What follows belongs to an exercise in optimizing a design on an open flow for small area, a short achievable clock period and few clock cycles per item; a production flow would make more cautious choices. At most, simulation tests tie the RTL to the original design; equivalence was not proved. Only the layout flow was run in runs 6 and 7; the RTL was not checked for function there.

## run.sh

```bash
#!/bin/bash
# synth_recipe.tcl (not shown) runs the flow's synth.tcl, then flattens the netlist and writes it again
# the make line also repeats each setting of config.mk as NAME=value (left out here)
make -C /OpenROAD-flow-scripts/flow DESIGN_CONFIG=/design/flow/config.mk WORK_HOME=/design/flow/orfs CLKGATE_MAP_FILE= SYNTH_SCRIPT=/design/flow/synth_recipe.tcl finish
```

## config.mk

```make
export PLATFORM = sky130hd
export DESIGN_NAME = lsc_mapper
export DESIGN_NICKNAME = lsc_mapper
export VERILOG_FILES = /design/flow/design.v
export SDC_FILE = /design/flow/constraint.sdc
export NUM_CORES = 4
export LEC_CHECK = 0
export ABC_AREA = 1
export CAP_MARGIN = 20
export CORE_MARGIN = 2
export CORE_UTILIZATION = 55
export CTS_BUF_LIST = sky130_fd_sc_hd__clkbuf_4
export SLEW_MARGIN = 20
export SYNTH_HIERARCHICAL = 1
```

## constraint.sdc

```tcl
create_clock -name core_clock -period 22.0 [get_ports {clk}]
set_input_delay 4.4000 -clock core_clock [delete_from_list [all_inputs] [get_ports {clk}]]
set_output_delay 4.4000 -clock core_clock [all_outputs]
set_load 0.01 [all_outputs]
```

## design.v

```verilog
module lsc_mapper_mod3 (
    input  wire [15:0] val,
    output wire [1:0]  vm3
);
    function [1:0] add3;         
        input [1:0] a, b;
        case ({a, b})
            4'b0000: add3 = 2'd0; 4'b0001: add3 = 2'd1; 4'b0010: add3 = 2'd2;
            4'b0100: add3 = 2'd1; 4'b0101: add3 = 2'd2; 4'b0110: add3 = 2'd0;
            4'b1000: add3 = 2'd2; 4'b1001: add3 = 2'd0; 4'b1010: add3 = 2'd1;
            default: add3 = 2'd0;
        endcase
    endfunction
    function [1:0] dig3;         
        input [1:0] d;
        dig3 = {d[1] & ~d[0], d[0] & ~d[1]};
    endfunction
    function [1:0] pair3;        
        input [3:0] x;
        pair3 = add3(dig3(x[1:0]), dig3(x[3:2]));
    endfunction
    assign vm3 = add3(add3(pair3(val[3:0]),  pair3(val[7:4])),
                      add3(pair3(val[11:8]), pair3(val[15:12])));
endmodule
module lsc_mapper_front (
    input  wire [15:0] val,
    input  wire [15:0] rmin,
    input  wire [15:0] rmax,
    input  wire        imm,
    input  wire        trunc,
    output wire [25:0] n,        
    output wire [15:0] dn        
);
    function [51:0] csa;
        input [25:0] a, b, c;
        csa = {((a & b) | (a & c) | (b & c)) << 1, a ^ b ^ c};
    endfunction
    wire [1:0] vm3;
    lsc_mapper_mod3 u_mod3 (.val(val), .vm3(vm3));
    reg  [7:0] m30;
    always @(*) begin
        case ({val[0], vm3})
            3'b000: m30 = 8'd0;   3'b001: m30 = 8'd60;  3'b010: m30 = 8'd120;
            3'b100: m30 = 8'd90;  3'b101: m30 = 8'd150; 3'b110: m30 = 8'd30;
            default: m30 = 8'd0;
        endcase
    end
    wire [25:0] vv = {10'd0, val};
    wire [25:0] rr = {10'd0, rmin};
    wire [25:0] o1 = (vv << 7) | 26'd5;                   
    wire [25:0] o2 = vv << 4;
    wire [25:0] o3 = vv << 2;
    wire [25:0] o4 = imm ? (vv << 5) : (vv << 1);
    wire [25:0] o5 = ~(rr << 7);
    wire [25:0] o6 = ~(rr << 5);
    wire [25:0] o7 = ~(rr << 4);
    wire [25:0] o8 = ~(rr << 2);
    wire [25:0] o9 = ~(trunc ? {18'd0, m30} : 26'd0);     
    wire [51:0] a1 = csa(o1, o2, o3);
    wire [51:0] a2 = csa(o4, o5, o6);
    wire [51:0] b1 = csa(a1[25:0], a1[51:26], a2[25:0]);
    wire [51:0] b2 = csa(a2[51:26], o7, o8);
    wire [51:0] c1 = csa(b1[25:0], b1[51:26], b2[25:0]);
    wire [51:0] c2 = csa(b2[51:26], o9, 26'd0);
    wire [51:0] d1 = csa(c1[25:0], c1[51:26], c2[25:0]);
    wire [51:0] e1 = csa(d1[25:0], d1[51:26], c2[51:26]);
    assign n  = e1[25:0] + e1[51:26];
    assign dn = ~(rmax - rmin);
endmodule
module lsc_mapper_div2 (
    input  wire [17:0] win,
    input  wire [15:0] dn,
    output wire [1:0]  q,
    output wire [15:0] rem
);
    function [16:0] dstep;       
        input [16:0] top;
        input [15:0] dn;
        reg   [17:0] t;
        begin
            t = {1'b0, top} + {2'b11, dn} + 18'd1;       
            dstep = t[17] ? {1'b0, top[15:0]} : {1'b1, t[15:0]};
        end
    endfunction
    wire [16:0] a = dstep(win[17:1], dn);
    wire [16:0] b = dstep({a[15:0], win[0]}, dn);
    assign q   = {a[16], b[16]};
    assign rem = b[15:0];
endmodule
module lsc_mapper_div3 (
    input  wire [18:0] win,
    input  wire [15:0] dn,
    output wire [2:0]  q,
    output wire [15:0] rem
);
    wire [1:0]  qa;
    wire [15:0] ra;
    lsc_mapper_div2 u2 (.win(win[18:1]), .dn(dn), .q(qa), .rem(ra));
    wire [17:0] t = {1'b0, ra, win[0]} + {2'b11, dn} + 18'd1;   
    assign q   = {qa, ~t[17]};
    assign rem = t[17] ? {ra[14:0], win[0]} : t[15:0];
endmodule
module lsc_mapper_div2q (
    input  wire [17:0] win,
    input  wire [15:0] dn,
    output wire [1:0]  q
);
    wire [15:0] unused_rem;
    lsc_mapper_div2 u (.win(win), .dn(dn), .q(q), .rem(unused_rem));
endmodule
module lsc_mapper_lux (
    input  wire [18:0] x5,
    output wire [16:0] l,
    output wire [1:0]  r
);
    wire [18:0] lq = x5 / 19'd3;
    wire [18:0] lr = x5 % 19'd3;
    assign l = lq[16:0];
    assign r = lr[1:0];
endmodule
module lsc_mapper (
    input  wire        clk,
    input  wire        rst,
    input  wire        in_valid,
    output wire        in_ready,
    input  wire        in_imm,
    input  wire        in_mtrunc,
    input  wire [15:0] in_value,
    input  wire [15:0] in_rmin,
    input  wire [15:0] in_rmax,
    output wire        out_valid,
    input  wire        out_ready,
    output wire [7:0]  out_angle,
    output wire [31:0] out_lux
);
    reg        k_valid;              
    reg        rdy;                  
    wire       adv = ~k_valid;       
    assign in_ready = rdy;
    reg        v0;
    reg        imm0, trunc0;
    reg [15:0] val0, rmin0, rmax0;
    wire [25:0] n_s1;
    wire [15:0] d_s1;
    lsc_mapper_front u_front (
        .val(val0), .rmin(rmin0), .rmax(rmax0), .imm(imm0), .trunc(trunc0),
        .n(n_s1), .dn(d_s1)
    );
    reg        v1, neg1;
    reg [23:0] n1;
    reg [15:0] d1, val1;         
    wire [2:0]  q765;
    wire [15:0] rem765;
    lsc_mapper_div3 u_div765 (.win(n1[23:5]), .dn(d1), .q(q765), .rem(rem765));
    wire [16:0] ov_t   = {1'b0, n1[23:8]} + {1'b1, d1} + 17'd1;
    wire        ovf_s2 = ~ov_t[16];                          
    reg        v2, neg2, ovf2;
    reg [20:0] r2;               
    reg [2:0]  q2;
    reg [15:0] d2, val2;
    wire [2:0]  q432;
    wire [15:0] rem432;
    lsc_mapper_div3 u_div432 (.win(r2[20:2]), .dn(d2), .q(q432), .rem(rem432));
    wire [5:0]  qh = {q2, q432};                             
    wire        sat_s3 = ovf2 | (qh >= 6'd45);               
    wire [18:0] x5_s3 = {3'd0, val2} + {1'b0, val2, 2'b00};
    reg        v3, neg3, sat3;
    reg [17:0] r3;
    reg [5:0]  q3;
    reg [15:0] d3;
    reg [18:0] x5_3;
    wire [1:0]  q10;
    lsc_mapper_div2q u_div10 (.win(r3), .dn(d3), .q(q10));
    wire [7:0]  ang_s4 = neg3 ? 8'd0 : sat3 ? 8'd180 : {q3, q10};
    wire [16:0] lq;
    wire [1:0]  lr;
    lsc_mapper_lux u_lux (.x5(x5_3), .l(lq), .r(lr));
    reg        o_valid;
    reg [7:0]  o_angle;
    reg [16:0] o_lux;
    reg [1:0]  o_r;
    reg [7:0]  k_angle;
    reg [16:0] k_lux;
    reg [1:0]  k_r;
    wire o_free = ~o_valid | out_ready;
    always @(posedge clk) begin
        if (rst) begin
            v0 <= 1'b0; v1 <= 1'b0; v2 <= 1'b0; v3 <= 1'b0;
            o_valid <= 1'b0;
            k_valid <= 1'b0;
            rdy     <= 1'b1;
        end else begin
            if (adv) begin
                v0 <= in_valid;
                v1 <= v0;
                v2 <= v1;
                v3 <= v2;
            end
            if (k_valid) begin
                if (out_ready) begin
                    o_valid <= 1'b1;
                    k_valid <= 1'b0;
                    rdy     <= 1'b1;
                end
            end else if (o_free) begin
                o_valid <= v3;
            end else if (v3) begin
                k_valid <= 1'b1;
                rdy     <= 1'b0;
            end
        end
        if (adv) begin
            imm0   <= in_imm;
            trunc0 <= ~in_imm & in_mtrunc;
            val0   <= in_value;
            rmin0  <= in_rmin;
            rmax0  <= in_rmax;
            n1   <= n_s1[23:0];
            neg1 <= n_s1[25];
            d1   <= d_s1;
            val1 <= val0;
            r2   <= {rem765, n1[4:0]};
            q2   <= q765;
            neg2 <= neg1;
            ovf2 <= ovf_s2;
            d2   <= d1;
            val2 <= val1;
            r3   <= {rem432, r2[1:0]};
            q3   <= qh;
            neg3 <= neg2;
            sat3 <= sat_s3;
            d3   <= d2;
            x5_3 <= x5_s3;
        end
        if (k_valid) begin
            if (out_ready) begin
                o_angle <= k_angle;
                o_lux   <= k_lux;
                o_r     <= k_r;
            end
        end else if (o_free) begin
            o_angle <= ang_s4;
            o_lux   <= lq;
            o_r     <= lr;
        end else begin
            k_angle <= ang_s4;
            k_lux   <= lq;
            k_r     <= lr;
        end
    end
    assign out_valid = o_valid;
    assign out_angle = o_angle;
    assign out_lux = {o_lux,
                      o_r[1], o_r[0], o_r[1], o_r[0], o_r[1], o_r[0], o_r[1], o_r[0],
                      o_r[1], o_r[0], o_r[1], o_r[0], o_r[1], o_r[0], o_r[1]};
endmodule
```

==> out/qor.csv, run 1 <==
stage;metric;value;unit
sta;Fin. Hold Viols;0;
drt;DR vias;22790;
die;# IOs;96;
synthesis;Cell Area, Synth;26950;um2
sta;fmax;142.0;MHz
clock_network;setup bufs post-CTS;0;
global_routing;total grt overflow;0;
clock_network;deepest clock path buffer count;3;
run;number of max-cap violations;0;
drt;mean number of vias per cell;5.241;
sta;unrepaired setup endpoints after global routing;false;
global_routing;vias in the first global route;22690;
global_routing;gr usage total;27.58;%
die;starting density of the core;55.39;%
clock_network;TritonCTS buffer count;80;
final_layout;Area growth, synth to finish;8.939;%
setup_path;element type at the critical path end;flop;
die;Core Area;48650;um2
global_routing;initial antenna violation count;2;
die;die area;50780;um2
final_layout;final cell utilization of the core;60.34;%
sta;Slew @ Worst Pin;0.9690;ns
setup_path;Required @ worst endpoint;22.55;ns
die;Row Count;81;
sta;slew margin rel.;35.40;%
drt;DRT Pass-1 Iters;7;
drt;post-route DRC violation count;0;
die;die height;225.3;um
clock_network;hold buffer count at CTS;0;
outcome;outcome;complete, no violations;
placement;port bufs;95;
clock_network;H-tree levels;3;
final_layout;fill count;4444;
placement;dpl hpwl;54.66;mm
setup_path;CP startpoint kind;flop;
clock_network;CTS tree;yes;
die;Die W;225.3;um
setup_path;CP max stage delay;0.56;ns
sta;final cycle utilization of the critical path;32.02;%
worst_hold_path;HP Class;flop to flop;
drt;remaining antenna violation count;0;
synthesis;Synth Net Count;3945;
sta;setup_tns;0;ns
setup_path;Worst Path Buf+Inv;0;
setup_path;WP data arrival;7.59;ns
setup_path;CP Class;flop to flop;
synthesis;Post-Synthesis Cells;3533;
sta;Setup-failing EPs final;0;
setup_path;crit path max fanout;20;
sta;Final Skew;0.07390;ns
final_layout;NumNets Final;4077;
global_routing;pin count of the biggest net entering global routing;127;
drt;initial drt markers;1423;
setup_path;Crit path top cell by count;nand2_1;
sta;max-slew violation count;0;
global_routing;first-pass GRT wire length;111.7;mm
placement;gpl congestion;0.9791;
final_layout;layout cells sized above 1;8.147;%
synthesis;Yosys warnings;10;
clock_network;CTS Root Cell;clkbuf_4;
clock_network;clk slew on worst S/H paths;0.08;ns
clock_network;CTS resizes;0;
synthesis;Syn Area/Cell;7.627;um2
sta;fin crit period;7.044;ns
clock_network;Clk Latency, worst-skew pair;0.84;ns
clock_network;clock sinks;287;
drt;DR WL/cell;15.44;um
setup_path;crit path max-delay cell type;edfxtp_1;
drt;Final Routed Wirelength;67.15;mm
setup_path;Crit path max-delay family;simple AND/OR/NAND/NOR gates;
[metrics by stage]
step	cells	hold WS [ns]	cell area [um2]	setup WS (ns)
3_3_place_gp	4205	0.4017	28360	14.89
4_1_cts	4341	0.4074	29340	14.94
2_1_floorplan	3533	0.4003	26950	14.64
3_5_place_dp	4205	0.4045	28360	14.97
5_1_grt	4346	0.4159	29350	14.37
6_report	4348	0.4035	29350	14.96
[layer usage]
layer	share of wire, %	wire (um)	vias to the layer above	global-route usage, %
met1	44	29880	10570	35.10
li1	-	-	11550	-
met3	4.6	3109	144	4.368
met4	2.8	1851	0	8.823
met2	48	32310	528	48.06
met5	0	0	-	0
[state kept, by name, summed over array words and instances, names as in the netlist, 2 cells and up]
name and count:
o_r 2, q3 6, val1 16, val0 16, n1 24, rmin0 16
o_angle 8, q2 3, d3 16, r3 18, d2 16, k_lux 17
rmax0 16, k_angle 8, r2 21, k_r 2, o_lux 17, d1 16
x5_3 19, val2 16
[final cells by class]
| type | instances | area [um2] | area share (%) |
|---|---|---|---|
| diodes | 7 | 17.52 | 0.05967 |
| clock inverters | 27 | 155.1 | 0.5285 |
| inverters | 657 | 2474 | 8.427 |
| flip-flops and latches | 287 | 8548 | 29.12 |
| repair buffers | 102 | 1003 | 3.418 |
| well taps | 622 | 778.2 | 2.651 |
| multi-input cells | 2537 | 15560 | 53.01 |
| clock buffers | 109 | 818.3 | 2.788 |
[layout by cell type, fill, tap and decap left out, drive strengths merged]
| master | instances |
|---|---|
| o21bai | 10 |
| diode | 7 |
| nor3 | 21 |
| conb | 1 |
| bufinv | 1 |
| dfxtp | 7 |
| ha | 235 |
| xnor2 | 28 |
| clkdlybuf4s50 | 95 |
| a21boi | 5 |
| o2111ai | 2 |
| buf | 7 |
| inv | 654 |
| or2 | 8 |
| xor2 | 44 |
| nand3 | 253 |
| nand2 | 1251 |
| o22ai | 2 |
| nand3b | 41 |
| nor2 | 211 |
| clkinv | 27 |
| nand4 | 73 |
| edfxtp | 280 |
| and2 | 12 |
| o21ai | 69 |
| clkinvlp | 2 |
| a21o | 3 |
| fa | 123 |
| a31oi | 2 |
| clkbuf | 109 |
| a21oi | 143 |
[final timing paths]
path	start	end	slack (ns)	depth (start not counted)
worst max-delay path	d2[13]	sat3	14.96	27
worst min-delay path	val1[9]	val2[9]	0.40	0
worst max register to register	d2[13]	sat3	14.96	27
worst min register to register	val1[9]	val2[9]	0.40	0
Testbench counts, summed over its fixed seeds: cycles 2,088, items 2,048.
==> run 2, diff against run 1 <==
==> flow/run.sh (new file) <==
#!/bin/bash
# Layout: the standard flow (standard synthesis, same constraints), with ORFS's
# repair_timing asked for a larger setup margin so that it also works on paths that
# already meet the 22 ns clock, and plain buffers on the ports.  Each tool's output
# goes to a log file here.
set -euo pipefail
bash standard.sh SETUP_SLACK_MARGIN=15.5 "BUFFER_PORTS_ARGS=-buffer_cell sky130_fd_sc_hd__buf_2" finish > flow_make.log 2>&1
==> standard.sh (new file) <==
#!/bin/bash
# synth_recipe.tcl (not shown) runs the flow's synth.tcl, then flattens the netlist and writes it again
# the make line also repeats each setting of config.mk as NAME=value (left out here)
make -C /OpenROAD-flow-scripts/flow DESIGN_CONFIG=/design/flow/config.mk WORK_HOME=/design/flow/orfs CLKGATE_MAP_FILE= SYNTH_SCRIPT=/design/flow/synth_recipe.tcl "${@:-finish}"
removed: run.sh
==> run 2 against run 1 <==
  * Utilization down 0.75 points
  * Synthesized cell count unchanged
  * Sequential share of layout area up 0.37 points
  * Highest routed layer unchanged
  * Via count about the same
==> out/qor.csv, run 2 <==
stage;metric;value;unit;change
synthesis;Post-Synthesis Cells;3533;;unchanged
die;die height;225.3;um;unchanged
clock_network;CTS tree;yes;;unchanged
synthesis;Cell Area, Synth;26950;um2;unchanged
global_routing;pin count of the biggest net entering global routing;109;;was 127
drt;DRT Pass-1 Iters;5;;was 7
die;Core Area;48650;um2;unchanged
sta;unrepaired setup endpoints after global routing;true;;was false
drt;post-route DRC violation count;0;;unchanged
sta;fmax;165.2;MHz;was 142.0 MHz
synthesis;Yosys warnings;10;;unchanged
setup_path;CP Class;flop to flop;;unchanged
clock_network;clk slew on worst S/H paths;0.06;ns;was 0.08 ns
final_layout;Area growth, synth to finish;7.578;%;was 8.939%
global_routing;initial antenna violation count;2;;unchanged
global_routing;vias in the first global route;22650;;was 22.69k
final_layout;fill count;4496;;was 4444
clock_network;TritonCTS buffer count;80;;unchanged
die;starting density of the core;55.39;%;unchanged
setup_path;element type at the critical path end;flop;;unchanged
synthesis;Synth Net Count;3945;;unchanged
global_routing;total grt overflow;0;;unchanged
setup_path;Reg2Reg Setup Slack;15.95;ns;was 14.96 ns
run;number of max-cap violations;0;;unchanged
placement;gpl congestion;0.9386;;was 0.9791
drt;Final Routed Wirelength;66.84;mm;was 67.15 mm
final_layout;top flop regs;n1: 24 flops, r2: 21 flops, x5_3: 19 flops;;unchanged
final_layout;highest-count cells in the layout ignoring fill and taps;nand2_1, inv_1, edfxtp_1;;unchanged
placement;dpl ws;15.08;ns;was 14.97 ns
die;Die W;225.3;um;unchanged
setup_path;Required @ worst endpoint;22.61;ns;was 22.55 ns
final_layout;NumNets Final;4080;;was 4077
worst_hold_path;min-delay src;n1[4];;was val1[9]
drt;initial drt markers;1466;;was 1423
die;die area;50780;um2;unchanged
final_layout;commonest non-fill, non-tap cell in the layout;nand2_1;;unchanged
global_routing;first-pass GRT wire length;111.8;mm;was 111.7 mm
clock_network;clock sinks;287;;unchanged
clock_network;CTS Root Cell;clkbuf_4;;unchanged
synthesis;Syn Area/Cell;7.627;um2;unchanged
setup_path;Worst R2R Start;d2[13];;unchanged
final_layout;final cell utilization of the core;59.59;%;was 60.34%
sta;final cycle utilization of the critical path;27.51;%;was 32.02%
final_layout;layout cells sized above 1;11.16;%;was 8.147%
drt;mean number of vias per cell;5.233;;was 5.241
drt;remaining antenna violation count;0;;unchanged
die;# IOs;96;;unchanged
sta;Fin. Hold Viols;0;;unchanged
setup_path;CP startpoint kind;flop;;unchanged
drt;DR WL/cell;15.34;um;was 15.44 um
setup_path;reg2reg end;sat3;;unchanged
sta;max-slew violation count;0;;unchanged
clock_network;Clk Latency, worst-skew pair;0.86;ns;was 0.84 ns
sta;Slew @ Worst Pin;1.093;ns;was 0.9690 ns
sta;slew margin rel.;27.11;%;was 35.40%
sta;Final Skew;0.09560;ns;was 0.07390 ns
setup_path;WP data arrival;6.66;ns;was 7.59 ns
setup_path;crit path max fanout;20;;unchanged
worst_hold_path;HP Class;flop to flop;;unchanged
clock_network;H-tree levels;3;;unchanged
worst_hold_path;worst hold path depth;0;;unchanged
global_routing;gr usage total;27.58;%;about the same
outcome;outcome;complete, no violations;;unchanged
final_layout;max reg flops;24;;unchanged
drt;DR vias;22800;;was 22.79k
worst_hold_path;worst hold endpoint;r2[4];;was val2[9]
setup_path;Reg2Reg Depth;27;;unchanged
sta;worst hold slack;0.3504;ns;was 0.4035 ns
placement;dpl hpwl;54.61;mm;was 54.66 mm
die;Row Count;81;;unchanged
sta;fin crit period;6.052;ns;was 7.044 ns
sta;Setup-failing EPs final;0;;unchanged
sta;setup_tns;0;ns;unchanged
clock_network;deepest clock path buffer count;3;;unchanged
final_layout;Biggest register;n1;;unchanged
sta;PnR worst setup slack;15.95;ns;was 14.96 ns
placement;port bufs;95;;unchanged
run 2: per-layer routing:
layer / routed length (um) / up-vias / track usage (%)
met2: 32190 / 612 / 47.97
met5: 0 / - / 0
met4: 1847 / 0 / 8.545
met3: 3029 / 149 / 4.146
met1: 29770 / 10500 / 35.42
li1: - / 11540 / -
run 2: worst max path at each step:
| stage | startpoint | end | slack, ns | cells after the start |
|---|---|---|---|---|
| after floorplan | out_ready | k_angle[0] | 16.10 | 1 |
| after global placement | d2[11] | sat3 | 15.25 | 27 |
| after detailed placement | d2[11] | sat3 | 15.08 | 27 |
| after CTS | d1[12] | r2[5] | 15.55 | 26 |
| after global routing | d1[12] | r2[5] | 15.50 | 28 |
| final | d2[13] | sat3 | 15.95 | 27 |
run 2: what timing repair did:
action	in CTS	in global routing
pin swaps	0	1
gates resized for setup	2	5
setup buffers	0	4
setup endpoints to repair	14	35
hold buffers	0	0
run 2: area by class of cell:
class / count / area (um2) / area share (%)
Clock inverter: 27 / 150.1 / 0.5180
Inverter: 657 / 2474 / 8.533
Antenna cell: 7 / 17.52 / 0.06043
Tap cell: 622 / 778.2 / 2.685
Timing Repair Buffer: 105 / 558.0 / 1.925
Sequential cell: 287 / 8548 / 29.49
Clock buffer: 115 / 863.3 / 2.978
Multi-Input combinational cell: 2537 / 15600 / 53.81
run 2: per-stage QoR:
stage,area [um2],cells
2_1_floorplan,26950,3533
3_3_place_gp,27880,4203
3_5_place_dp,27890,4204
4_1_cts,28910,4346
5_1_grt,28980,4354
6_report,28990,4357
run 2: critical path, stage by stage (launching register included):
cell	delay, ns
edfxtp_1	0.55
ha_1	0.43
nand2_1	0.14
nor2_1	0.26
nand2_1	0.14
nor2_1	0.10
nand2_1	0.25
nand3_4	0.28
inv_2	0.10
nand2_1	0.07
nand2_1	0.09
ha_1	0.34
a21oi_1	0.20
o21ai_0	0.14
a21oi_1	0.14
nand2_1	0.12
nand2_4	0.21
nand3_4	0.21
nand2_1	0.12
nand2_1	0.09
ha_1	0.33
a21oi_1	0.20
o21ai_0	0.18
nor2_4	0.41
nand2_8	0.18
or2_2	0.32
a31oi_1	0.15
o21bai_1	0.08
==> run 3, diff against run 2 <==
--- a/flow/run.sh
+++ b/flow/run.sh
@@ -6,2 +6,2 @@
 set -euo pipefail
-bash standard.sh SETUP_SLACK_MARGIN=15.5 "BUFFER_PORTS_ARGS=-buffer_cell sky130_fd_sc_hd__buf_2" finish > flow_make.log 2>&1
+bash standard.sh SETUP_SLACK_MARGIN=16 "BUFFER_PORTS_ARGS=-buffer_cell sky130_fd_sc_hd__buf_2" finish > flow_make.log 2>&1
--- a/config.mk
+++ b/config.mk
@@ -7,3 +7,3 @@
 export LEC_CHECK = 0
-export ABC_AREA = 1
+export ABC_AREA = 0
 export CAP_MARGIN = 20
==> run 3 against run 2 <==
  * Still clean
  * Utilization grew 6.0 points
  * Clock-buffer cell count shrank 3
  * Via count shrank 15%
  * Worst hold slack gained 0.037 ns
  * Global-route usage shrank 2.7 points
  * First-iteration DRC count shrank 16%
  * Critical path depth shrank 2
==> out/qor.csv, run 3 <==
stage;metric;value;unit;change
setup_path;CP startpoint kind;flop;;unchanged
final_layout;commonest non-fill, non-tap cell in the layout;edfxtp_1;;was nand2_1
worst_hold_path;HP Class;flop to flop;;unchanged
setup_path;Required @ worst endpoint;22.54;ns;was 22.61 ns
worst_hold_path;min-delay src;val1[1];;was n1[4]
setup_path;crit path max-delay cell type;edfxtp_1;;unchanged
drt;mean number of vias per cell;5.700;;was 5.233
placement;dpl cells;3078;;was 4204
die;Row Count;79;;was 81
setup_path;Worst R2R Start;d2[1];;was d2[13]
sta;Slew @ Worst Pin;0.8276;ns;was 1.093 ns
clock_network;hold buffer count at CTS;0;;unchanged
final_layout;top flop regs;n1: 24 flops, r2: 21 flops, x5_3: 19 flops;;unchanged
die;Core Area;46360;um2;was 48650 um2
clock_network;clock sinks;287;;unchanged
global_routing;gr usage total;24.84;%;was 27.58%
final_layout;fill count;3673;;was 4496
drt;Final Routed Wirelength;59.28;mm;was 66.84 mm
drt;remaining antenna violation count;0;;unchanged
sta;setup_tns;0;ns;unchanged
die;starting density of the core;55.49;%;was 55.39%
clock_network;Clk Latency, worst-skew pair;0.82;ns;was 0.86 ns
clock_network;H-tree levels;3;;unchanged
outcome;outcome;complete, no violations;;unchanged
global_routing;pin count of the biggest net entering global routing;122;;was 109
setup_path;CP Class;flop to flop;;unchanged
synthesis;Post-Synthesis Cells;2440;;was 3533
setup_path;Reg2Reg Depth;25;;was 27
worst_hold_path;worst hold path depth;0;;unchanged
final_layout;Biggest register;n1;;unchanged
sta;max-slew violation count;0;;unchanged
placement;dpl hpwl;43.49;mm;was 54.61 mm
final_layout;max reg flops;24;;unchanged
synthesis;Cell Area, Synth;25720;um2;was 26950 um2
setup_path;WP data arrival;6.80;ns;was 6.66 ns
final_layout;layout cells sized above 1;27.75;%;was 11.16%
synthesis;Syn Area/Cell;10.54;um2;was 7.627 um2
drt;initial drt markers;1229;;was 1466
sta;Final Skew;0.06690;ns;was 0.09560 ns
die;die height;220.3;um;was 225.3 um
global_routing;first-pass GRT wire length;96.43;mm;was 111.8 mm
sta;slew margin rel.;44.83;%;was 27.11%
setup_path;CP max stage delay;0.43;ns;was 0.55 ns
setup_path;crit path max fanout;8;;was 20
sta;final cycle utilization of the critical path;28.46;%;was 27.51%
setup_path;CP Launch Point;d2[1];;was d2[13]
synthesis;Synth Net Count;2852;;was 3945
clock_network;TritonCTS buffer count;80;;unchanged
global_routing;initial antenna violation count;3;;was 2
global_routing;total grt overflow;0;;unchanged
clock_network;deepest clock path buffer count;3;;unchanged
sta;worst hold slack;0.3878;ns;was 0.3504 ns
setup_path;element type at the critical path end;flop;;unchanged
run;number of max-cap violations;0;;unchanged
global_routing;vias in the first global route;19570;;was 22.65k
final_layout;NumNets Final;3145;;was 4080
die;die area;48520;um2;was 50780 um2
sta;unrepaired setup endpoints after global routing;true;;unchanged
sta;Setup-failing EPs final;0;;unchanged
clock_network;CTS tree;yes;;unchanged
drt;post-route DRC violation count;0;;unchanged
final_layout;fin area;30410;um2;was 28990 um2
drt;DR vias;19410;;was 22.80k
drt;DR WL/cell;17.40;um;was 15.34 um
placement;gpl congestion;0.8857;;was 0.9386
final_layout;Finished Layout Cells;3406;;was 4357
die;# IOs;96;;unchanged
drt;DRT Pass-1 Iters;6;;was 5
placement;port bufs;95;;unchanged
sta;fmax;159.7;MHz;was 165.2 MHz
final_layout;Area growth, synth to finish;18.21;%;was 7.578%
placement;placed cell areas;26870;um2;was 27890 um2
sta;Fin. Hold Viols;0;;unchanged
clock_network;clk slew on worst S/H paths;0.06;ns;about the same
final_layout;highest-count cells in the layout ignoring fill and taps;edfxtp_1, inv_1, ha_1;;was nand2_1, inv_1, edfxtp_1
synthesis;Yosys warnings;10;;unchanged
sta;fin crit period;6.261;ns;was 6.052 ns
die;Die W;220.3;um;was 225.3 um
clock_network;CTS Root Cell;clkbuf_4;;unchanged
## run 3: area by class of cell
| type | instances | area, um2 | area share, % |
|---|---|---|---|
| diodes | 6 | 15.01 | 0.04938 |
| clock buffers | 112 | 840.8 | 2.765 |
| clock inverters | 30 | 226.5 | 0.7448 |
| inverters | 252 | 953.4 | 3.135 |
| multi-input cells | 1836 | 17030 | 56.01 |
| flip-flops and latches | 287 | 8549 | 28.12 |
| well taps | 607 | 759.5 | 2.498 |
| repair buffers | 276 | 2031 | 6.678 |
## run 3: what timing repair did
item / 4_1_cts / 5_1_grt
gates cloned: 8 / 0
gates resized for setup: 110 / 99
pin swaps: 58 / 76
endpoints found under the setup margin: 58 / 54
buffers inserted: 121 / 51
## run 3: per-layer routing
layer | vias to the layer above | wire [um] | track usage (%)
met4 | 0 | 1709 | 9.128
met5 | - | 0 | 0
met2 | 411 | 29420 | 43.02
li1 | 9597 | - | -
met1 | 9303 | 25950 | 31.30
met3 | 103 | 2196 | 4.069
## run 3: worst paths after layout
kind	slack, ns	end
setup / recovery	15.74	r3[14]
hold / removal	0.39	val2[1]
setup reg to reg	15.74	r3[14]
hold reg to reg	0.39	val2[1]
## run 3: critical path, delay by kind of cell (launching register included)
family / cells / cell delay, ns
buf+inv: 3 / 0.48
mux: 3 / 0.84
flops: 1 / 0.43
compound gates: 10 / 2.38
simple gates: 6 / 1.02
fa+ha+maj: 3 / 0.84
## run 3: stage by stage
stage	util [%]	setup slack [ns]
floorplan	-	15.82
global placement	57.96	14.01
detailed placement	57.96	13.98
CTS	63.76	15.72
global route	65.59	15.53
finish	65.59	15.74
==> run 4, diff against run 3 <==
--- a/config.mk
+++ b/config.mk
@@ -7,3 +7,3 @@
 export LEC_CHECK = 0
-export ABC_AREA = 0
+export ABC_AREA = 1
 export CAP_MARGIN = 20
==> run 4 against run 3 <==
  * Critical path depth decreased by 24
  * Synthesized cell count increased by 45%
  * Routed wire length increased by 15%
  * Fmax increased by 6.1%
  * Largest cell class unchanged
  * Global-route usage increased by 2.8 points
  * Clock skew increased by 0.025 ns
  * Utilization decreased by 5.2 points
  * Area after synthesis increased by 4.7%
  * Flip-flop and latch count unchanged
==> out/qor.csv, run 4 <==
stage;metric;value;unit;change
drt;DR vias;22970;;was 19.41k
worst_hold_path;min-delay src;n1[4];;was val1[1]
final_layout;max reg flops;24;;unchanged
setup_path;element type at the critical path end;primary output;;was flop
final_layout;commonest non-fill, non-tap cell in the layout;nand2_1;;was edfxtp_1
setup_path;Worst R2R Start;r2[17];;was d2[1]
global_routing;first-pass GRT wire length;111.9;mm;was 96.43 mm
sta;Fin. Hold Viols;0;;unchanged
die;die height;225.3;um;was 220.3 um
drt;post-route DRC violation count;0;;unchanged
outcome;outcome;complete, no violations;;unchanged
clock_network;CTS Root Cell;clkbuf_4;;unchanged
sta;Final Skew;0.09227;ns;was 0.06690 ns
drt;DR WL/cell;15.51;um;was 17.40 um
setup_path;CP startpoint kind;flop;;unchanged
synthesis;Syn Area/Cell;7.627;um2;was 10.54 um2
final_layout;highest-count cells in the layout ignoring fill and taps;nand2_1, inv_1, edfxtp_1;;was edfxtp_1, inv_1, ha_1
setup_path;CP Launch Point;o_r[0];;was d2[1]
final_layout;Biggest register;n1;;unchanged
setup_path;Worst Path Buf+Inv;1;;was 3
setup_path;Cell Chain, Critical Path;buf_2;;
setup_path;Crit path max-delay family;flip-flops;;was compound AO/OA/AOI/OAI gates
sta;Slew @ Worst Pin;1.098;ns;was 0.8276 ns
synthesis;Cell Area, Synth;26950;um2;was 25720 um2
setup_path;crit path max fanout;7;;was 8
global_routing;pin count of the biggest net entering global routing;109;;was 122
synthesis;Post-Synthesis Cells;3533;;was 2440
drt;remaining antenna violation count;0;;unchanged
die;die area;50780;um2;was 48520 um2
sta;max-slew violation count;0;;unchanged
drt;Final Routed Wirelength;68.01;mm;was 59.28 mm
sta;unrepaired setup endpoints after global routing;true;;unchanged
global_routing;total grt overflow;0;;unchanged
global_routing;gr usage total;27.61;%;was 24.84%
setup_path;crit path max-delay cell type;edfxtp_1;;unchanged
final_layout;layout cells sized above 1;12.69;%;was 27.75%
sta;slew margin rel.;26.83;%;was 44.83%
placement;placed cell areas;27890;um2;was 26870 um2
die;# IOs;96;;unchanged
die;Row Count;81;;was 79
synthesis;Yosys warnings;10;;unchanged
final_layout;NumNets Final;4110;;was 3145
setup_path;Required @ worst endpoint;17.60;ns;was 22.54 ns
run;number of max-cap violations;0;;unchanged
placement;port bufs;95;;unchanged
synthesis;Synth Net Count;3945;;was 2852
die;starting density of the core;55.39;%;was 55.49%
setup_path;CP Class;flop to primary output;;was flop to flop
final_layout;fin area;29360;um2;was 30410 um2
sta;setup_tns;0;ns;unchanged
die;Die W;225.3;um;was 220.3 um
final_layout;final cell utilization of the core;60.36;%;was 65.59%
global_routing;vias in the first global route;22650;;was 19.57k
setup_path;CP max stage delay;0.47;ns;was 0.43 ns
final_layout;top flop regs;n1: 24 flops, r2: 21 flops, x5_3: 19 flops;;unchanged
worst_hold_path;HP Class;flop to flop;;unchanged
drt;initial drt markers;1452;;was 1229
clock_network;deepest clock path buffer count;3;;unchanged
sta;fmax;169.5;MHz;was 159.7 MHz
clock_network;CTS tree;yes;;unchanged
clock_network;clk slew on worst S/H paths;0.06;ns;about the same
final_layout;Area growth, synth to finish;8.966;%;was 18.21%
sta;final cycle utilization of the critical path;26.81;%;was 28.46%
clock_network;clock sinks;287;;unchanged
clock_network;TritonCTS buffer count;80;;unchanged
placement;dpl hpwl;54.61;mm;was 43.49 mm
sta;Setup-failing EPs final;0;;unchanged
drt;mean number of vias per cell;5.237;;was 5.700
drt;DRT Pass-1 Iters;8;;was 6
sta;fin crit period;5.899;ns;was 6.261 ns
placement;gpl congestion;0.9386;;was 0.8857
setup_path;WP data arrival;1.50;ns;was 6.80 ns
clock_network;H-tree levels;3;;unchanged
global_routing;initial antenna violation count;2;;was 3
clock_network;Clk Latency, worst-skew pair;0.86;ns;was 0.82 ns
die;Core Area;48650;um2;was 46360 um2
run 4: final cells by class:
cell class,count,area [um2]
inverters,657,2474
clock inverters,27,150.1
clock buffers,115,863.3
diodes,6,15.01
well taps,622,778.2
multi-input cells,2538,15750
fillers,4481,19280
repair buffers,134,779.5
flip-flops and latches,287,8548
run 4: timing repair:
| item | 4_1_cts | 5_1_grt |
|---|---|---|
| endpoints found under the setup margin | 39 | 56 |
| pin swaps | 1 | 24 |
| hold buffers | 0 | 0 |
| gates cloned | 0 | 1 |
| gates resized for setup | 6 | 41 |
| setup buffers | 1 | 32 |
run 4: metrics by stage:
stage	hold slack [ns]	worst slack, ns	cells
4_1_cts	0.3201	15.89	4347
5_1_grt	0.3566	15.84	4384
6_report	0.3493	16.10	4386
3_5_place_dp	0.4045	15.08	4204
2_1_floorplan	0.4003	16.10	3533
3_3_place_gp	0.4013	15.25	4203
run 4: path summary, 6_finish.rpt:
kind / slack, ns / cells past startpoint / endpoint
worst max-delay path: 16.10 / 1 / out_lux[7]
worst min-delay path: 0.35 / 0 / r2[4]
worst max register to register: 16.30 / 31 / sat3
worst min register to register: 0.35 / 0 / r2[4]
run 4: per-layer routing:
metal / vias to the layer above / routed length [um] / global-route usage, %
li1: 11600 / - / -
met1: 10630 / 29940 / 35.39
met3: 139 / 3164 / 4.146
met2: 603 / 33090 / 48.11
met5: - / 0 / 0
met4: 0 / 1819 / 8.545
==> run 5, diff against run 4 <==
--- a/config.mk
+++ b/config.mk
@@ -10,4 +10,4 @@
 export CORE_MARGIN = 2
-export CORE_UTILIZATION = 55
-export CTS_BUF_LIST = sky130_fd_sc_hd__clkbuf_4
+export CORE_UTILIZATION = 65
+export CTS_BUF_LIST = sky130_fd_sc_hd__clkbuf_8
 export SLEW_MARGIN = 20
==> run 5 against run 4 <==
  * Still clean
  * Routed wire length is 2.9% higher
  * Flip-flop and latch count stayed put
  * Via count is 3.9% higher
  * Final cell count is 2.3% lower
  * Die area is 15% lower
  * Critical path type is now flop to flop
  * Largest cell class unchanged
==> out/qor.csv, run 5 <==
stage;metric;value;unit;change
clock_network;clk slew on worst S/H paths;0.06;ns;about the same
global_routing;pin count of the biggest net entering global routing;107;;was 109
final_layout;Area growth, synth to finish;11.20;%;was 8.966%
setup_path;CP startpoint kind;flop;;unchanged
worst_hold_path;worst hold endpoint;r2[2];;was r2[4]
sta;worst hold slack;0.4151;ns;was 0.3493 ns
die;Row Count;74;;was 81
final_layout;highest-count cells in the layout ignoring fill and taps;nand2_1, inv_1, edfxtp_1;;unchanged
final_layout;# diodes;0;;was 6
final_layout;NumNets Final;4125;;was 4110
die;Core Area;40830;um2;was 48650 um2
sta;unrepaired setup endpoints after global routing;true;;unchanged
die;die area;43100;um2;was 50780 um2
final_layout;multi-input logic area;16100;um2;was 15750 um2
setup_path;Reg2Reg Setup Slack;15.93;ns;was 16.30 ns
synthesis;Synth Net Count;3945;;unchanged
setup_path;Worst Path Buf+Inv;5;;was 1
drt;DR vias;23880;;was 22.97k
sta;setup_tns;0;ns;unchanged
setup_path;Crit path top cell by count;nand2_2;;
setup_path;CP Class;flop to flop;;was flop to primary output
worst_hold_path;worst hold path depth;0;;unchanged
final_layout;FF/Latch Area;8548;um2;unchanged
placement;dpl cells;4115;;was 4204
setup_path;crit path max-delay cell type;edfxtp_1;;unchanged
final_layout;top flop regs;n1: 24 flops, r2: 21 flops, x5_3: 19 flops;;unchanged
setup_path;WP data arrival;6.59;ns;was 1.50 ns
sta;Final Skew;0.02235;ns;was 0.09227 ns
setup_path;reg2reg end;o_r[1];;was sat3
setup_path;Crit path max-delay family;simple AND/OR/NAND/NOR gates;;was flip-flops
sta;max-slew violation count;0;;unchanged
final_layout;layout cells sized above 1;13.37;%;was 12.69%
clock_network;CTS tree;yes;;unchanged
worst_hold_path;min-delay src;n1[2];;was n1[4]
synthesis;Syn Area/Cell;7.627;um2;unchanged
outcome;outcome;complete, no violations;;unchanged
drt;mean number of vias per cell;5.569;;was 5.237
final_layout;Finished Layout Cells;4287;;was 4386
placement;gpl congestion;0.9226;;was 0.9386
setup_path;Worst R2R Start;x5_3[18];;was r2[17]
final_layout;max reg flops;24;;unchanged
run;number of max-cap violations;0;;unchanged
drt;post-route DRC violation count;0;;unchanged
global_routing;first-pass GRT wire length;110.5;mm;was 111.9 mm
drt;Final Routed Wirelength;69.98;mm;was 68.01 mm
sta;Slew @ Worst Pin;1.017;ns;was 1.098 ns
die;# IOs;96;;unchanged
die;starting density of the core;65.99;%;was 55.39%
sta;final cycle utilization of the critical path;27.61;%;was 26.81%
sta;slew margin rel.;32.19;%;was 26.83%
setup_path;Required @ worst endpoint;22.52;ns;was 17.60 ns
sta;fmax;164.6;MHz;was 169.5 MHz
setup_path;crit path max fanout;7;;unchanged
clock_network;Clk Latency, worst-skew pair;0.65;ns;was 0.86 ns
drt;DR WL/cell;16.32;um;was 15.51 um
clock_network;deepest clock path buffer count;3;;unchanged
placement;port bufs;95;;unchanged
die;die height;207.6;um;was 225.3 um
clock_network;clock sinks;287;;unchanged
drt;initial drt markers;2169;;was 1452
final_layout;Biggest register;n1;;unchanged
drt;remaining antenna violation count;0;;unchanged
global_routing;initial antenna violation count;0;;was 2
final_layout;final cell utilization of the core;73.38;%;was 60.36%
synthesis;Post-Synthesis Cells;3533;;unchanged
global_routing;vias in the first global route;22990;;was 22.65k
die;Die W;207.6;um;was 225.3 um
sta;fin crit period;6.074;ns;was 5.899 ns
final_layout;commonest non-fill, non-tap cell in the layout;nand2_1;;unchanged
placement;dpl hpwl;52.79;mm;was 54.61 mm
clock_network;TritonCTS buffer count;50;;was 80
worst_hold_path;HP Class;flop to flop;;unchanged
synthesis;Yosys warnings;10;;unchanged
global_routing;gr usage total;31.26;%;was 27.61%
sta;Setup-failing EPs final;0;;unchanged
global_routing;total grt overflow;0;;unchanged
final_layout;fill count;3067;;was 4481
clock_network;CTS Root Cell;clkbuf_8;;was clkbuf_4
setup_path;element type at the critical path end;flop;;was primary output
synthesis;Cell Area, Synth;26950;um2;unchanged
setup_path;Reg2Reg Depth;46;;was 31
setup_path;CP max stage delay;0.47;ns;about the same
drt;DRT Pass-1 Iters;6;;was 8
clock_network;H-tree levels;2;;was 3
sta;Fin. Hold Viols;0;;unchanged
## run 5: how the worst max path moves through the flow
stage               depth (start not counted)         end  startpoint
CTS                                        31        sat3      d2[13]
global route                               48      o_r[1]    x5_3[17]
finish                                     46      o_r[1]    x5_3[18]
detailed placement                         27        sat3      d2[12]
global placement                           27        sat3      d2[11]
floorplan                                   1  k_angle[0]   out_ready
## run 5: stage by stage
step                setup WS, ns  cell area, um2
floorplan                  16.10           26950
global placement           15.41           27770
detailed placement         15.19           27790
CTS                        15.95           28890
global route               15.62           29960
finish                     15.93           29960
## run 5: cell type report
| cell class | count | share of cell area, % |
|---|---|---|
| Tap cell | 532 | 2.221 |
| Inverter | 657 | 8.264 |
| Sequential cell | 287 | 28.53 |
| Clock buffer | 54 | 2.480 |
| Clock inverter | 40 | 1.027 |
| Multi-Input combinational cell | 2538 | 53.72 |
| Timing Repair Buffer | 179 | 3.754 |
## run 5: metal layers
layer / vias up / share of wire, % / GRT usage [%]
li1: 11610 / - / -
met1: 11120 / 40 / 39.13
met2: 956 / 50 / 55.20
met3: 200 / 6.4 / 4.145
met4: 0 / 3.6 / 11.80
met5: - / 0 / 0
## run 5: repair_timing
| item | 4_1_cts | 5_1_grt |
|---|---|---|
| setup buffers | 1 | 76 |
| setup endpoints to repair | 35 | 42 |
| gates cloned | 0 | 1 |
| gates resized for setup | 8 | 112 |
| pin swaps | 1 | 70 |
| hold buffers | 0 | 0 |
==> run 6, diff against run 5 <==
--- a/design.v
+++ b/design.v
@@ -1,27 +1,4 @@
-module lsc_mapper_mod3 (
-    input  wire [15:0] val,
-    output wire [1:0]  vm3
-);
-    function [1:0] add3;         
-        input [1:0] a, b;
-        case ({a, b})
-            4'b0000: add3 = 2'd0; 4'b0001: add3 = 2'd1; 4'b0010: add3 = 2'd2;
-            4'b0100: add3 = 2'd1; 4'b0101: add3 = 2'd2; 4'b0110: add3 = 2'd0;
-            4'b1000: add3 = 2'd2; 4'b1001: add3 = 2'd0; 4'b1010: add3 = 2'd1;
-            default: add3 = 2'd0;
-        endcase
-    endfunction
-    function [1:0] dig3;         
-        input [1:0] d;
-        dig3 = {d[1] & ~d[0], d[0] & ~d[1]};
-    endfunction
-    function [1:0] pair3;        
-        input [3:0] x;
-        pair3 = add3(dig3(x[1:0]), dig3(x[3:2]));
-    endfunction
-    assign vm3 = add3(add3(pair3(val[3:0]),  pair3(val[7:4])),
-                      add3(pair3(val[11:8]), pair3(val[15:12])));
-endmodule
 module lsc_mapper_front (
     input  wire [15:0] val,
+    input  wire [1:0]  vm3,      
     input  wire [15:0] rmin,
@@ -37,4 +14,2 @@
     endfunction
-    wire [1:0] vm3;
-    lsc_mapper_mod3 u_mod3 (.val(val), .vm3(vm3));
     reg  [7:0] m30;
@@ -63,5 +38,4 @@
     wire [51:0] c1 = csa(b1[25:0], b1[51:26], b2[25:0]);
-    wire [51:0] c2 = csa(b2[51:26], o9, 26'd0);
-    wire [51:0] d1 = csa(c1[25:0], c1[51:26], c2[25:0]);
-    wire [51:0] e1 = csa(d1[25:0], d1[51:26], c2[51:26]);
+    wire [51:0] d1 = csa(c1[25:0], c1[51:26], b2[51:26]);
+    wire [51:0] e1 = csa(d1[25:0], d1[51:26], o9);
     assign n  = e1[25:0] + e1[51:26];
@@ -107,4 +81,6 @@
 );
-    wire [15:0] unused_rem;
-    lsc_mapper_div2 u (.win(win), .dn(dn), .q(q), .rem(unused_rem));
+    wire [17:0] t = {1'b0, win[17:1]} + {2'b11, dn} + 18'd1;        
+    wire [15:0] r = t[17] ? win[16:1] : t[15:0];
+    wire [17:0] u = {1'b0, r, win[0]} + {2'b11, dn} + 18'd1;         
+    assign q = {~t[17], ~u[17]};
 endmodule
@@ -142,2 +118,21 @@
     reg [15:0] val0, rmin0, rmax0;
+    function [1:0] add3;         
+        input [1:0] a, b;
+        case ({a, b})
+            4'b0000: add3 = 2'd0; 4'b0001: add3 = 2'd1; 4'b0010: add3 = 2'd2;
+            4'b0100: add3 = 2'd1; 4'b0101: add3 = 2'd2; 4'b0110: add3 = 2'd0;
+            4'b1000: add3 = 2'd2; 4'b1001: add3 = 2'd0; 4'b1010: add3 = 2'd1;
+            default: add3 = 2'd0;
+        endcase
+    endfunction
+    function [1:0] dig3;         
+        input [1:0] d;
+        dig3 = {d[1] & ~d[0], d[0] & ~d[1]};
+    endfunction
+    function [1:0] pair3;        
+        input [3:0] x;
+        pair3 = add3(dig3(x[1:0]), dig3(x[3:2]));
+    endfunction
+    wire [1:0] vm3 = add3(add3(pair3(val0[3:0]),  pair3(val0[7:4])),
+                          add3(pair3(val0[11:8]), pair3(val0[15:12])));
     wire [25:0] n_s1;
@@ -145,3 +140,3 @@
     lsc_mapper_front u_front (
-        .val(val0), .rmin(rmin0), .rmax(rmax0), .imm(imm0), .trunc(trunc0),
+        .val(val0), .vm3(vm3), .rmin(rmin0), .rmax(rmax0), .imm(imm0), .trunc(trunc0),
         .n(n_s1), .dn(d_s1)
--- a/config.mk
+++ b/config.mk
@@ -10,4 +10,4 @@
 export CORE_MARGIN = 2
-export CORE_UTILIZATION = 65
-export CTS_BUF_LIST = sky130_fd_sc_hd__clkbuf_8
+export CORE_UTILIZATION = 55
+export CTS_BUF_LIST = sky130_fd_sc_hd__clkbuf_4
 export SLEW_MARGIN = 20
==> run 6 against run 5 <==
  * Clock-buffer cell count rose by 49
  * Area after synthesis decreased by 0.89%
  * Routed wire length decreased by 3.4%
  * Critical endpoint is now out_lux[2]
  * Critical path type is now flop to primary output
==> out/qor.csv, run 6 <==
stage;metric;value;unit;change
synthesis;Yosys warnings;9;;was 10
setup_path;Worst Path Buf+Inv;1;;was 5
setup_path;CP startpoint kind;flop;;unchanged
sta;Final Skew;0.07763;ns;was 0.02235 ns
setup_path;reg2reg end;sat3;;was o_r[1]
die;Core Area;47850;um2;was 40830 um2
final_layout;NumNets Final;4037;;was 4125
drt;mean number of vias per cell;5.274;;was 5.569
setup_path;WP data arrival;1.45;ns;was 6.59 ns
setup_path;crit path max-delay cell type;edfxtp_1;;unchanged
final_layout;layout cells sized above 1;13.91;%;was 13.37%
drt;DR vias;22700;;was 23.88k
synthesis;Syn Area/Cell;7.709;um2;was 7.627 um2
die;Row Count;80;;was 74
sta;Slew @ Worst Pin;0.9023;ns;was 1.017 ns
sta;fin crit period;5.853;ns;was 6.074 ns
clock_network;H-tree levels;3;;was 2
setup_path;Crit path max-delay family;flip-flops;;was simple AND/OR/NAND/NOR gates
run;number of max-cap violations;0;;unchanged
synthesis;Synth Net Count;3871;;was 3945
drt;DRT Pass-1 Iters;6;;unchanged
die;# IOs;96;;unchanged
final_layout;commonest non-fill, non-tap cell in the layout;nand2_1;;unchanged
global_routing;first-pass GRT wire length;110.6;mm;was 110.5 mm
die;Die W;224.4;um;was 207.6 um
global_routing;vias in the first global route;22390;;was 22.99k
sta;setup_tns;0;ns;unchanged
setup_path;Required @ worst endpoint;17.60;ns;was 22.52 ns
clock_network;clock sinks;287;;unchanged
sta;Fin. Hold Viols;0;;unchanged
die;starting density of the core;55.82;%;was 65.99%
setup_path;Worst R2R Start;d2[12];;was x5_3[18]
final_layout;FF/Latch Area;8548;um2;unchanged
outcome;outcome;complete, no violations;;unchanged
die;die area;50340;um2;was 43100 um2
synthesis;Cell Area, Synth;26710;um2;was 26950 um2
drt;remaining antenna violation count;0;;unchanged
setup_path;crit path to;out_lux[2];;was o_r[1]
worst_hold_path;worst hold path depth;0;;unchanged
setup_path;Reg2Reg Setup Slack;16.25;ns;was 15.93 ns
sta;Setup-failing EPs final;0;;unchanged
clock_network;CTS tree;yes;;unchanged
setup_path;crit path max fanout;8;;was 7
worst_hold_path;HP Class;flop to flop;;unchanged
final_layout;Area growth, synth to finish;9.258;%;was 11.20%
clock_network;Clk Latency, worst-skew pair;0.82;ns;was 0.65 ns
clock_network;clk slew on worst S/H paths;0.06;ns;about the same
final_layout;fill count;4304;;was 3067
final_layout;multi-input logic area;15660;um2;was 16100 um2
setup_path;element type at the critical path end;primary output;;was flop
clock_network;CTS Root Cell;clkbuf_4;;was clkbuf_8
setup_path;CP Launch Point;o_r[1];;was x5_3[18]
final_layout;top flop regs;n1: 24 flops, r2: 21 flops, x5_3: 19 flops;;unchanged
sta;unrepaired setup endpoints after global routing;true;;unchanged
final_layout;highest-count cells in the layout ignoring fill and taps;nand2_1, inv_1, edfxtp_1;;unchanged
sta;slew margin rel.;39.85;%;was 32.19%
placement;dpl hpwl;53.49;mm;was 52.79 mm
clock_network;TritonCTS buffer count;81;;was 50
placement;port bufs;95;;unchanged
sta;final cycle utilization of the critical path;26.61;%;was 27.61%
setup_path;Crit path depth;1;;was 46
drt;post-route DRC violation count;0;;unchanged
global_routing;pin count of the biggest net entering global routing;128;;was 107
setup_path;CP Class;flop to primary output;;was flop to flop
global_routing;gr usage total;27.35;%;was 31.26%
global_routing;total grt overflow;0;;unchanged
global_routing;initial antenna violation count;1;;was 0
sta;max-slew violation count;0;;unchanged
clock_network;deepest clock path buffer count;3;;unchanged
drt;DR WL/cell;15.70;um;was 16.32 um
drt;initial drt markers;1550;;was 2169
placement;gpl congestion;0.9909;;was 0.9226
setup_path;Reg2Reg Depth;32;;was 46
synthesis;Post-Synthesis Cells;3464;;was 3533
setup_path;Cell Chain, Critical Path;buf_2;;
setup_path;CP max stage delay;0.46;ns;was 0.47 ns
die;die height;224.4;um;was 207.6 um
sta;fmax;170.9;MHz;was 164.6 MHz
final_layout;Biggest register;n1;;unchanged
final_layout;max reg flops;24;;unchanged
drt;Final Routed Wirelength;67.59;mm;was 69.98 mm
[run 6: cell type report]
cell class,count,share of cell area [%]
Multi-Input combinational cell,2490,53.67
Sequential cell,287,29.30
Inverter,639,8.255
Clock buffer,103,2.650
Tap cell,615,2.637
Timing Repair Buffer,131,2.569
Clock inverter,39,0.9134
Antenna cell,1,0.008576
[run 6: repair_timing]
action | 4_1_cts | 5_1_grt
hold buffers | 0 | 0
pin swaps | 2 | 30
gates cloned | 0 | 1
gates resized for setup | 2 | 63
buffers inserted | 6 | 23
endpoints found under the setup margin | 17 | 56
[run 6: metrics by stage]
stage	hold WS [ns]	cell area, um2	std cells	util (%)	worst slack [ns]
global route	0.4042	29180	4305	60.98	15.77
detailed placement	0.4054	27660	4132	57.82	15.60
global placement	0.4018	27660	4132	57.82	15.64
floorplan	0.4003	26710	3464	-	16.05
CTS	0.3746	28760	4280	60.10	16.00
finish	0.3817	29180	4305	60.98	16.15
[run 6: metal layers]
metal | share of wire (%) | up-vias | GRT usage, %
met5 | 0 | - | 0
met4 | 3.1 | 0 | 9.720
met3 | 5.1 | 146 | 3.788
met2 | 46 | 616 | 45.96
met1 | 45 | 10510 | 36.26
li1 | - | 11430 | -
[run 6: how the worst min path moves through the flow]
stage	slack (ns)	start	to
2_1_floorplan	0.40	neg1	neg2
3_3_place_gp	0.40	val1[2]	val2[2]
3_5_place_dp	0.41	n1[1]	r2[1]
4_1_cts	0.37	n1[2]	r2[2]
5_1_grt	0.40	neg1	neg2
6_report	0.38	neg1	neg2
==> run 7, diff against run 6 <==
--- a/config.mk
+++ b/config.mk
@@ -11,3 +11,5 @@
 export CORE_UTILIZATION = 55
-export CTS_BUF_LIST = sky130_fd_sc_hd__clkbuf_4
+export CTS_BUF_LIST = sky130_fd_sc_hd__clkbuf_8
+export CTS_CLUSTER_DIAMETER = 60
+export CTS_CLUSTER_SIZE = 12
 export SLEW_MARGIN = 20
==> run 7 against run 6 <==
  * Final cell count fell by 1.4%
  * Register-to-register slack improved by 0.07 ns
  * Global-route usage fell by 0.38 points
==> out/qor.csv, run 7 <==
stage;metric;value;unit;change
sta;Setup-failing EPs final;0;;unchanged
clock_network;clock sinks;287;;unchanged
drt;Final Routed Wirelength;67.30;mm;was 67.59 mm
clock_network;hold buffer count at CTS;0;;unchanged
setup_path;Required @ worst endpoint;22.37;ns;was 17.60 ns
synthesis;Syn Area/Cell;7.709;um2;unchanged
global_routing;vias in the first global route;21980;;was 22.39k
sta;fmax;176.0;MHz;was 170.9 MHz
clock_network;deepest clock path buffer count;3;;unchanged
die;starting density of the core;55.82;%;unchanged
die;die area;50340;um2;unchanged
placement;dpl cells;4132;;unchanged
sta;PnR worst setup slack;16.32;ns;was 16.15 ns
final_layout;FF/Latch Area;8548;um2;unchanged
final_layout;Biggest register;n1;;unchanged
setup_path;crit path max-delay cell type;edfxtp_1;;unchanged
global_routing;pin count of the biggest net entering global routing;128;;unchanged
final_layout;top flop regs;n1: 24 flops, r2: 21 flops, x5_3: 19 flops;;unchanged
global_routing;gr usage total;26.97;%;was 27.35%
setup_path;Crit path max-delay family;simple AND/OR/NAND/NOR gates;;was flip-flops
drt;mean number of vias per cell;5.287;;was 5.274
global_routing;initial antenna violation count;1;;unchanged
sta;unrepaired setup endpoints after global routing;false;;was true
global_routing;first-pass GRT wire length;109.4;mm;was 110.6 mm
synthesis;Cell Area, Synth;26710;um2;unchanged
sta;Slew @ Worst Pin;0.9132;ns;was 0.9023 ns
die;# IOs;96;;unchanged
setup_path;Crit path top cell by count;nand2_2;;
drt;DR WL/cell;15.86;um;was 15.70 um
placement;dpl ws;15.60;ns;unchanged
sta;Final Skew;0.03684;ns;was 0.07763 ns
placement;dpl hpwl;53.49;mm;unchanged
worst_hold_path;HP Class;flop to flop;;unchanged
final_layout;multi-input logic area;15680;um2;was 15660 um2
final_layout;highest-count cells in the layout ignoring fill and taps;nand2_1, inv_1, edfxtp_1;;unchanged
run;number of max-cap violations;0;;unchanged
drt;post-route DRC violation count;0;;unchanged
sta;Fin. Hold Viols;0;;unchanged
placement;port bufs;95;;unchanged
die;die height;224.4;um;unchanged
setup_path;CP Class;flop to flop;;was flop to primary output
clock_network;CTS tree;yes;;unchanged
sta;slew margin rel.;39.12;%;was 39.85%
die;Die W;224.4;um;unchanged
clock_network;Clk Latency, worst-skew pair;0.63;ns;was 0.82 ns
final_layout;Finished Layout Cells;4243;;was 4305
placement;gpl congestion;0.9909;;unchanged
die;Row Count;80;;unchanged
final_layout;final cell utilization of the core;60.66;%;was 60.98%
sta;worst hold slack;0.4181;ns;was 0.3817 ns
sta;max-slew violation count;0;;unchanged
final_layout;commonest non-fill, non-tap cell in the layout;nand2_1;;unchanged
synthesis;Yosys warnings;9;;unchanged
sta;final cycle utilization of the critical path;25.83;%;was 26.61%
synthesis;Synth Net Count;3871;;unchanged
die;Core Area;47850;um2;unchanged
outcome;outcome;complete, no violations;;unchanged
drt;remaining antenna violation count;0;;unchanged
clock_network;TritonCTS buffer count;39;;was 81
setup_path;WP data arrival;6.06;ns;was 1.45 ns
clock_network;H-tree levels;2;;was 3
clock_network;CTS Root Cell;clkbuf_8;;was clkbuf_4
sta;fin crit period;5.683;ns;was 5.853 ns
setup_path;element type at the critical path end;flop;;was primary output
setup_path;CP max stage delay;0.45;ns;was 0.46 ns
final_layout;NumNets Final;4006;;was 4037
setup_path;Worst Path Buf+Inv;6;;was 1
synthesis;Post-Synthesis Cells;3464;;unchanged
final_layout;layout cells sized above 1;12.71;%;was 13.91%
final_layout;max reg flops;24;;unchanged
drt;initial drt markers;1485;;was 1550
drt;DRT Pass-1 Iters;6;;unchanged
final_layout;Area growth, synth to finish;8.672;%;was 9.258%
drt;DR vias;22430;;was 22.70k
setup_path;crit path max fanout;4;;was 8
clock_network;clk slew on worst S/H paths;0.09;ns;was 0.06 ns
global_routing;total grt overflow;0;;unchanged
sta;setup_tns;0;ns;unchanged
setup_path;CP startpoint kind;flop;;unchanged
final_layout;fill count;4304;;unchanged
-- run 7: routing by layer --
layer	GRT usage, %	wire (um)	vias to the layer above
li1	-	-	11320
met1	36.12	31090	10450
met2	45.83	31360	527
met3	3.266	2970	130
met4	8.374	1869	0
met5	0	0	-
-- run 7: cell type report --
| cell class | count | area share, % |
|---|---|---|
| Inverter | 639 | 8.299 |
| Clock inverter | 28 | 0.7372 |
| Multi-Input combinational cell | 2490 | 54.04 |
| Clock buffer | 41 | 1.944 |
| Sequential cell | 287 | 29.45 |
| Tap cell | 615 | 2.651 |
| Timing Repair Buffer | 142 | 2.867 |
| Antenna cell | 1 | 0.008623 |
-- run 7: stage by stage --
stage	area [um2]
5_1_grt	29020
3_5_place_dp	27660
3_3_place_gp	27660
2_1_floorplan	26710
6_report	29020
4_1_cts	28500
-- run 7: worst paths after layout --
kind,slack [ns],cells after the start,from,end
setup / recovery,16.32,47,x5_3[16],o_lux[0]
hold / removal,0.42,0,val1[15],val2[15]
setup reg to reg,16.32,47,x5_3[16],o_lux[0]
hold reg to reg,0.42,0,val1[15],val2[15]
-- run 7: what timing repair did --
item,CTS,global route
cloned,0,1
setup buffers,6,34
resized for setup,2,68
pin swaps,2,37
setup endpoints to repair,16,54

re-timing with driven ports:
The flow's constraints put no driver on any port. The routed layouts listed below were extracted and timed again, unchanged, in two steps.
Step 1 (the two cells are an assumption about what drives the block):
set clk [get_ports {clk}]
set_driving_cell -lib_cell sky130_fd_sc_hd__clkbuf_16 $clk
set_driving_cell -lib_cell sky130_fd_sc_hd__buf_2 [delete_from_list [all_inputs] $clk]
Step 2 moves the port delays by t, midway between the first and last clock arrival at a register: inputs arrive t later, outputs are due t later. That takes back most of the time a late clock gives input paths.
a / b / c = ideal ports / drivers / drivers and shift; a / b = the first two.
| run | t, ns | setup WS [ns] | worst setup path after step 2 | latest minus earliest clock arrival (ns) |
|---|---|---|---|---|
| run 1 | 0.856 | 14.956 / 14.956 / 14.956 | register to register | 0.074 / 0.074 |
| run 2 | 0.871 | 15.948 / 15.948 / 15.948 | register to register | 0.096 / 0.096 |
| run 3 | 0.844 | 15.739 / 15.739 / 15.739 | register to register | 0.069 / 0.069 |
| run 4 | 0.868 | 16.101 / 16.045 / 16.304 | register to register | 0.093 / 0.092 |
| run 5 | 0.706 | 15.926 / 15.926 / 15.926 | register to register | 0.032 / 0.031 |
| run 6 | 0.841 | 16.147 / 16.093 / 16.250 | register to register | 0.081 / 0.081 |
| run 7 | 0.664 | 16.317 / 16.277 / 16.317 | register to register | 0.041 / 0.040 |
After both steps setup and hold are still met in every run listed.
